What follows belongs to an exercise in optimizing a design on an open flow for small area, a short achievable clock period and few clock cycles per item; a production flow would make more cautious choices. At most, simulation tests tie the RTL to the original design; equivalence was not proved. Power figures rest on the tool's default switching activity, not on a simulated workload.

== nickel ==
// rle_codec
module rle_codec (
    input  wire        clk,
    input  wire        rst,
    input  wire        enc_in_valid,
    output wire        enc_in_ready,
    input  wire [31:0] enc_in_data,
    input  wire [2:0]  enc_in_bytes,
    input  wire        enc_in_last,
    output wire        enc_out_valid,
    input  wire        enc_out_ready,
    output wire [15:0] enc_out_desc,
    output wire        enc_out_last,
    input  wire        dec_in_valid,
    output wire        dec_in_ready,
    input  wire [15:0] dec_in_desc,
    input  wire        dec_in_last,
    output wire        dec_out_valid,
    input  wire        dec_out_ready,
    output wire [31:0] dec_out_data,
    output wire [2:0]  dec_out_bytes,
    output wire        dec_out_last
);
    rle_enc u_enc (
        .clk(clk), .rst(rst),
        .in_valid(enc_in_valid), .in_ready(enc_in_ready),
        .in_data(enc_in_data), .in_bytes(enc_in_bytes), .in_last(enc_in_last),
        .out_valid(enc_out_valid), .out_ready(enc_out_ready),
        .out_desc(enc_out_desc), .out_last(enc_out_last)
    );
    rle_dec u_dec (
        .clk(clk), .rst(rst),
        .in_valid(dec_in_valid), .in_ready(dec_in_ready),
        .in_desc(dec_in_desc), .in_last(dec_in_last),
        .out_valid(dec_out_valid), .out_ready(dec_out_ready),
        .out_data(dec_out_data), .out_bytes(dec_out_bytes), .out_last(dec_out_last)
    );
endmodule
Size in the first run: ~730 cells after synthesis, roughly 150 flip-flops, ~120 I/O pins, roughly 7800 um^2 of cells after synthesis.
export LEC_CHECK = 0
export CAP_MARGIN = 20
export CORE_MARGIN = 2
export CORE_UTILIZATION = 40
export CTS_BUF_LIST = sky130_fd_sc_hd__clkbuf_4 sky130_fd_sc_hd__clkbuf_8
export CTS_CLUSTER_DIAMETER = 100
export CTS_CLUSTER_SIZE = 40
export SETUP_SLACK_MARGIN = 3.5
export SLEW_MARGIN = 20
create_clock -name core_clock -period 6.0 [get_ports {clk}]
standard.sh (not shown) runs the stock make flow with config.mk's settings and CLKGATE_MAP_FILE= SYNTH_SCRIPT=/design/flow/synth_recipe.tcl, a recipe that flattens the netlist after the stock synthesis.
==> flow/flow/run.sh <==
#!/bin/bash
set -euo pipefail
export BUFFER_PORTS_ARGS="-buffer_cell sky130_fd_sc_hd__buf_1"
bash standard.sh > standard_make.log 2>&1
nickel ended with every stage complete and zero timing, DRC or antenna violations.
Testbench counts of nickel, summed over its fixed seeds: cycles 28,756, bytes 104,336.
#### Input delta (ember over nickel)
Settings: removing CTS_CLUSTER_SIZE (formerly 40); changing SETUP_SLACK_MARGIN from 3.5 to 3.7; removing CTS_CLUSTER_DIAMETER (formerly 100).
Results
Switching part of the total for ember is lower than for nickel. In the flow results for nickel and ember, the maximum clock frequency is larger on nickel. Core utilization up 4.6 points in ember wrt nickel. ember: post-CTS setup repair buffer count 19 above nickel. Final cycle utilization of the critical path for ember is higher than for nickel.
For violet, these inputs were changed with respect to ember:
Settings: swapping 3.7 for 3.5 in SETUP_SLACK_MARGIN; swapping 40 for 45 in CORE_UTILIZATION.
Results
Every stage of the flow completed for ember, and the final layout passed the timing, design-rule and antenna checks. violet was carried through to the last stage, and its layout satisfied the timing, design-rule and antenna checks. Diff ember -> violet: non-clock buffer count in the final layout shrank by 49; minimum clock period after layout grew by 14 ps; number of I/O pins held steady. Relative to ember, the final cell area reported for violet is lower. Compared violet vs ember, and layout overhead on the synthesized area is down in violet. Re worst setup timing slack at the placement stage: violet is 47 ps up on ember. Compared with ember, in violet global-route met3 utilization increased by 0.97 points relative to the old numbers; inserted tap cell count decreased by 35 relative to the old numbers; wire length decreased by 1.2% relative to the old numbers.
Setup changes, violet to indigo
Settings: CORE_UTILIZATION now 40, was 45; ABC_CLOCK_PERIOD_IN_PS now 2500, previously not set.
[summary]
Comparing violet and indigo, the higher total power was measured on violet.
Delta (indigo minus violet): number of diodes added for antenna fixing flat, final area up 0.32%, final-layout worst hold slack up 4.7 ps, share of total power in combinational logic down 0.2 points.
Comparing violet against indigo, there is no change at all in share of synthesized cell area in full adder, half adder and majority cells.
Run comparison: violet cell type of the slowest stage on the worst timing path sky130_fd_sc_hd__or4_4; indigo cell type of the slowest stage on the worst timing path sky130_fd_sc_hd__or3_4
Between violet and indigo, the count of clock-buffer cells in the layout is higher for violet.
Utilization violet -> indigo: down

---

rle_codec, a different RTL version from the one above (not shown whole).
Size: ~9600 µm² of cells after synthesis.
Design rle_codec, start of the top module:
module rle_codec (
    input  wire        clk,
    input  wire        rst,
    input  wire        enc_in_valid,
    output wire        enc_in_ready,
    input  wire [31:0] enc_in_data,
    input  wire [2:0]  enc_in_bytes,
    input  wire        enc_in_last,
    output wire        enc_out_valid,
    input  wire        enc_out_ready,
    output wire [15:0] enc_out_desc,
    output wire        enc_out_last,
    input  wire        dec_in_valid,
    output wire        dec_in_ready,
    input  wire [15:0] dec_in_desc,
    input  wire        dec_in_last,
    output wire        dec_out_valid,
    input  wire        dec_out_ready,
    output wire [31:0] dec_out_data,
    output wire [2:0]  dec_out_bytes,
    output wire        dec_out_last
);
    rle_enc u_enc (
        .clk(clk), .rst(rst),
        .in_valid(enc_in_valid), .in_ready(enc_in_ready),
        .in_data(enc_in_data), .in_bytes(enc_in_bytes), .in_last(enc_in_last),
        .out_valid(enc_out_valid), .out_ready(enc_out_ready),
        .out_desc(enc_out_desc), .out_last(enc_out_last)
    );
    rle_dec u_dec (
        .clk(clk), .rst(rst),
        .in_valid(dec_in_valid), .in_ready(dec_in_ready),
        .in_desc(dec_in_desc), .in_last(dec_in_last),
        .out_valid(dec_out_valid), .out_ready(dec_out_ready),
        .out_data(dec_out_data), .out_bytes(dec_out_bytes), .out_last(dec_out_last)
    );
endmodule
Settings: LEC_CHECK=0, CAP_MARGIN=20, CORE_MARGIN=2, CORE_UTILIZATION=40, SETUP_SLACK_MARGIN=3.5, SLEW_MARGIN=20; clock period 6.0 ns.
run.sh (not shown) runs the stock make flow with config.mk's settings and CLKGATE_MAP_FILE= SYNTH_SCRIPT=/design/flow/synth_recipe.tcl, a recipe that flattens the netlist after the stock synthesis.
Stock flow here: none of the scripts above is used.
The starting point ran to the end with no violations.
Change:
--- a/flow/config.mk
+++ b/flow/config.mk
@@ -11 +10,0 @@
-export SETUP_SLACK_MARGIN = 3.5
After rerunning:
- count of clock-buffer cells in the layout is unchanged
- final area shrinks by roughly a tenth
- maximum frequency shrinks by a quarter to a third
- setup slack is worse by 1.5 ns
- routed wire length shrinks by roughly a tenth
- power shrinks by about a fifth
- clock skew shrinks by 0.010 ns
- clock power shrinks by a few percent
- via count shrinks by roughly a tenth
- non-clock buffer count shrinks by 89
Function was not checked in any run of this note: the RTL went through the layout flow alone.

-- afterwards: timing with drivers on the ports --
How much do the figures lean on ideal ports? The routed layouts below were timed once more, with nothing changed but the port constraints. Step 1 (the two cells are an assumption about what drives the block):
set clk [get_ports {clk}]
set_driving_cell -lib_cell sky130_fd_sc_hd__clkbuf_16 $clk
set_driving_cell -lib_cell sky130_fd_sc_hd__buf_2 [delete_from_list [all_inputs] $clk]
Step 2 also shifts input and output timing later by t, the mid clock arrival at the registers, as if the neighbouring blocks saw the same clock. Slacks: ideal ports / drivers / drivers and shift; pairs: ideal ports / drivers.
run | shift t [ns] | setup slack, ns | latest minus earliest clock arrival (ns)
nickel | 0.492 | 3.557 / 3.530 / 3.104 | 0.018 / 0.018
ember | 0.498 | 3.548 / 3.548 / 3.154 | 0.018 / 0.019
violet | 0.490 | 3.534 / 3.534 / 3.112 | 0.016 / 0.017
indigo | 0.492 | 3.557 / 3.530 / 3.104 | 0.018 / 0.018
the first run of note 2 | 0.483 | 2.936 / 2.936 / 2.680 | 0.026 / 0.026
the second run of note 2 | 0.474 | 1.459 / 1.459 / 1.459 | 0.017 / 0.017
After both steps setup and hold are still met in every run listed.
